Background: an optimization exercise with open tools, aiming at a short achievable clock period and few clock cycles. Do not read the settings as production practice.
In this exercise RTL edits were held to simulation tests only and were not proved equivalent to the original.

<file path="config.mk">
export PLATFORM = sky130hd
export DESIGN_NAME = perm_shuffle
export DESIGN_NICKNAME = perm_shuffle
export VERILOG_FILES = /design/flow/design.v
export SDC_FILE = /design/flow/constraint.sdc
export NUM_CORES = 4
export LEC_CHECK = 0
export CAP_MARGIN = 20
export CORE_MARGIN = 2
export CORE_UTILIZATION = 40
export SLEW_MARGIN = 20
</file>
<file path="constraint.sdc">
create_clock -name core_clock -period 12.5 [get_ports {clk}]
set_input_delay 2.5000 -clock core_clock [delete_from_list [all_inputs] [get_ports {clk}]]
set_output_delay 2.5000 -clock core_clock [all_outputs]
set_load 0.01 [all_outputs]
</file>
<file path="design.v">
module perm_shuffle (
    input  wire        clk,
    input  wire        rst,        
    input  wire        start,      
    input  wire [7:0]  size,       
    input  wire [47:0] seed,       
    input  wire [6:0]  rd_idx,
    output wire        busy,
    output wire        done,
    output wire        err,
    output wire [6:0]  rd_data
);
    localparam [47:0] LCG_MUL = 48'h0005DEECE66D;
    localparam [47:0] LCG_ADD = 48'h00000000000B;
    localparam [8:0]  PERM_MAX = 9'd128;
    localparam [2:0] S_IDLE  = 3'd0,
                     S_STEP  = 3'd1,
                     S_DIV   = 3'd2,
                     S_CHECK = 3'd3,
                     S_SWAP  = 3'd4;
    reg [2:0]  state;
    reg        done_r;
    reg        err_r;
    reg [7:0]  cur_size;    
    reg [47:0] rs;          
    reg [6:0]  i;           
    reg [30:0] u;           
    reg [7:0]  rem;         
    reg [4:0]  cnt;         
    reg [6:0]  j;           
    reg [6:0]  mem [0:127];
    wire [7:0]  bound   = {1'b0, i} + 8'd1;
    wire        pow2    = (bound & {1'b0, i}) == 8'd0;
    wire [47:0] rs_next = rs * LCG_MUL + LCG_ADD;
    wire [30:0] r_next  = rs_next[47:17];
    wire [38:0] pow2_prod = r_next * bound;
    wire [6:0]  pow2_j    = pow2_prod[37:31];
    wire [8:0]  rem_sh  = {rem, u[cnt]};
    wire        rem_ge  = rem_sh >= {1'b0, bound};
    wire [8:0]  rem_sub = rem_sh - {1'b0, bound};
    wire [32:0] rej_sum = {2'b00, u} - {25'd0, rem} + {26'd0, i};
    wire        reject  = rej_sum >= 33'h080000000;
    wire        last    = ({1'b0, i} == cur_size - 8'd1);
    always @(posedge clk) begin
        if (rst) begin
            state    <= S_IDLE;
            done_r   <= 1'b0;
            err_r    <= 1'b0;
            cur_size <= 8'd0;
        end else begin
            done_r <= 1'b0;
            case (state)
                S_IDLE: begin
                    if (start) begin
                        if ({1'b0, size} > PERM_MAX) begin
                            err_r  <= 1'b1;
                            done_r <= 1'b1;
                        end else begin
                            err_r    <= 1'b0;
                            cur_size <= size;
                            rs       <= seed ^ LCG_MUL;
                            i        <= 7'd0;
                            if (size == 8'd0)
                                done_r <= 1'b1;
                            else
                                state <= S_STEP;
                        end
                    end
                end
                S_STEP: begin
                    rs <= rs_next;
                    if (pow2) begin
                        j     <= pow2_j;
                        state <= S_SWAP;
                    end else begin
                        u     <= r_next;
                        rem   <= 8'd0;
                        cnt   <= 5'd30;
                        state <= S_DIV;
                    end
                end
                S_DIV: begin
                    rem <= rem_ge ? rem_sub[7:0] : rem_sh[7:0];
                    cnt <= cnt - 5'd1;
                    if (cnt == 5'd0)
                        state <= S_CHECK;
                end
                S_CHECK: begin
                    if (reject) begin
                        state <= S_STEP;
                    end else begin
                        j     <= rem[6:0];
                        state <= S_SWAP;
                    end
                end
                S_SWAP: begin
                    if (j < i)
                        mem[i] <= mem[j];
                    mem[j] <= i;
                    if (last) begin
                        state  <= S_IDLE;
                        done_r <= 1'b1;
                    end else begin
                        i     <= i + 7'd1;
                        state <= S_STEP;
                    end
                end
                default: state <= S_IDLE;
            endcase
        end
    end
    assign busy    = (state != S_IDLE);
    assign done    = done_r;
    assign err     = err_r;
    assign rd_data = mem[rd_idx];
endmodule
</file>
<file path="run.sh">
#!/bin/bash
# synth_recipe.tcl (not shown) runs the flow's synth.tcl, then flattens the netlist and writes it again
# the make line also repeats each setting of config.mk as NAME=value (left out here)
make -C /OpenROAD-flow-scripts/flow DESIGN_CONFIG=/design/flow/config.mk WORK_HOME=/design/flow/orfs CLKGATE_MAP_FILE= SYNTH_SCRIPT=/design/flow/synth_recipe.tcl finish
</file>
==> reports/summary.txt <==
status: no timing/DRC/antenna violations
Critical Path Source: rs[8]
Final Util: 44.1%
Vias/cell: 5.87
Reg2Reg Setup Slack: 0.51 ns
CTS Root Cell: clkbuf_16
EDFF count, synth: 1,002
GRT Total Usage: 25.3%
Largest stage delay, worst path: 0.66 ns
total CTS buffers: 118
Hold Fails Final Rpt: 0
CTS tree: yes
post-route insts no fill: 10,217
ys async rst share: 0%
HP Start: cur_size[7]
crit path max fanout: 9
first-pass GRT wire length: 404,000 um
WS Path Type: reg2reg
Crit path max-delay family: adder cells
Area contributors post-synth: edfxtp_1, fa_1, mux4_2
setup_tns: 0 ns
fmax: 0.0834 GHz
Buf+Inv Stages, Crit Path: 8
CTS sink cnt: 1,022
Die ar.: 214,000 um2
Slew headroom: 17.0%
worst slew pin tran: 1.24 ns
crit path capture: j[6]
final worst slack: 0.508 ns
Crit. path cell count: 46
kind of end point of the critical path: register
mapped cell area: 84,100 um2
Synthesized Nets: 8,549
Syn. warnings: 1
Post-synth top flop: edfxtp_1
std cell rows: 168
Post-Syn Area per Cell: 11.3 um2
H-tree depth: 3
initial core utilization: 40.2%
Tmin final: 11.99 ns
GPL Wtd Cong: 0.939
#FFs+latches synth: 1,022
Iteration-0 DRC Markers: 7,865
area grow syn2layout: 9.84%
io pins: 76
commonest cells after routing, fill and taps aside: nor2_1, edfxtp_1, a21oi_1
layout cells sized above 1: 15.0%
Hold Crit Class: reg2reg
crit path max-delay cell type: fa_1
number of global-route vias before repair: 59,724
Setup WS pre-CTS: -0.00300 ns
Setup crit start kind: register
largest net degree at the start of global routing: 143
final wirelength: 272,000 um
fin. max-slew vios: 0
share of the synthesized area in the top cell type: 35.8%
DRC errors left: 0
hpwl dp: 193,000 um
worst r2r src: rs[8]
core area: 209,000 um2
Setup violations, final: 0
Worst Path Arrival: 12.53 ns
clk buf depth: 3
area leader, netlist: edfxtp_1
post-synthesis sequential area ratio: 36.3%
Clock Skew: 0.118 ns
Hold Slack: 0.521 ns
CTS clock-pin slew for the worst setup and hold paths: 0.06 ns
total gr overflow: 0
initial antenna violation count: 12
Die Y: 463 um
average wire per standard cell: 26.6 um
antenna-violating nets left: 0
Post-Syn Instances: 7,414
Vias: 59,982
commonest non-fill, non-tap cell in the layout: nor2_1
TritonRoute pass-1 iters: 6
clock latency on the worst-skew pair: 0.85 ns
Reg2Reg Depth: 46
placed insts: 9,966
Crit path required time: 13.04 ns
FF-to-FF End: j[6]
IO Port Bufs: 75
Most common cell on crit path: fa_1
post-synth cell types: 68
max cap viols: 0
layout net count: 8,442
Die W: 463 um
final period utilization: 95.9%
[worst min-delay path, cell delays in order, from the launching register on]
cell and delay (ns):
dfxtp_1 0.33, nor2_1 0.10, nor3_1 0.05
[worst min-delay path by stage]
stage                     cells after the start  slack, ns           to
final                                         2       0.52  cur_size[7]
after global routing                          2       0.58  cur_size[7]
after CTS                                     2       0.54  cur_size[7]
after detailed placement                      2       0.52  cur_size[7]
after global placement                        2       0.51  cur_size[7]
after floorplan                               2       0.48  cur_size[7]
[per-stage QoR]
step	instance area, um2
3_3_place_gp	88000
2_1_floorplan	84100
3_5_place_dp	88100
6_report	92400
4_1_cts	92000
5_1_grt	92400
[registers in the layout, summed over array words and instances (netlist names), named ones only]
name      cells
j             7
cur_size      8
rem           8
mem         896
rs           48
u            31
i             7
done_r        1
cnt           5
state         3
err_r         1
[layer usage]
layer  share of wire (%)  vias to the layer above  global-route usage (%)  wire length (um)
li1                    -                    25720                       -                 -
met1                  39                    30251                    35.3            107000
met2                  45                     3473                    38.6            123000
met3                  11                      532                    5.96             31100
met4                 3.8                        6                    8.83             10400
met5               0.014                        -                       0                37
[cell usage after synthesis, types with 11 or more instances]
| library cell | n |
|---|---|
| or2_2 | 21 |
| buf_1 | 58 |
| edfxtp_1 | 1002 |
| or3_1 | 17 |
| a211oi_1 | 14 |
| fa_1 | 682 |
| xor2_1 | 58 |
| a21oi_1 | 1005 |
| mux2_2 | 11 |
| inv_1 | 913 |
| nor2b_1 | 20 |
| and3_1 | 14 |
| nand3_1 | 35 |
| xnor2_1 | 91 |
| clkbuf_1 | 408 |
| and2_1 | 15 |
| buf_2 | 69 |
| o21ai_0 | 200 |
| nor2_1 | 1217 |
| mux2i_1 | 33 |
| nor3_1 | 34 |
| nand4_1 | 15 |
| nand2b_1 | 44 |
| ha_1 | 387 |
| nand2_1 | 251 |
| dfxtp_1 | 20 |
| a21o_1 | 49 |
| mux4_2 | 597 |
| o211ai_1 | 14 |
[cell families (layout without fill, tap and decap cells)]
logic type / Yosys count / after routing / share of synthesized area, %
buffers and inverters: 1449 / 1442 / 6.57
other: 0 / 5 / 0
muxes: 647 / 647 / 16.6
AOI/OAI and AO/OA: 1360 / 1360 / 8.62
and+or+nand+nor: 1718 / 1718 / 8.37
xor gates and xnor gates: 149 / 149 / 1.55
DFF: 1022 / 1022 / 36.3
adders and majority gates: 1069 / 1069 / 22.0
[cell type report]
| cell class | count | area [um2] |
|---|---|---|
| fill | 19273 | 117000 |
| antenna | 5 | 12.5 |
| inverter | 914 | 3430 |
| multi-input combinational | 4943 | 48400 |
| timing repair buffer | 308 | 2610 |
| clock buffer | 146 | 3090 |
| sequential | 1022 | 30500 |
| clock inverter | 74 | 826 |
| tap | 2805 | 3510 |
[timing repair]
| action | in CTS | in global routing |
|---|---|---|
| pin swaps | 1 | 14 |
| setup buffers | 1 | 20 |
| hold buffers | 0 | 0 |
| endpoints found under the setup margin | 1 | 14 |
| hold endpoints to repair | 0 | 0 |
| gates resized for setup | 1 | 43 |
Testbench counts, summed over its fixed seeds: cycles 205,824.

[separate check: timing with driven ports]
In the flow no input, the clock included, has a driving cell. The finished layout below was timed again as built, in two steps.
Step 1: set_driving_cell puts a clkbuf_16 on clk and a buf_2 on each other input, an assumption about the parent block.
Step 2 times the ports against the registers' clock, not the clock port: input delays grow and output delays shrink by t, the midpoint of the rising clock arrivals with the driver on.
Slacks: no drivers / after step 1 / after step 2; pairs: no drivers / after step 1.
shift t [ns]: 0.898
setup slack, ns: 0.508 / 0.508 / 0.508
clock arrival spread, ns: 0.117 / 0.118
After both steps setup and hold are still met in this run. The setup slack of this run moves by 0.000 ns with the drivers and by 0.000 ns with both steps.
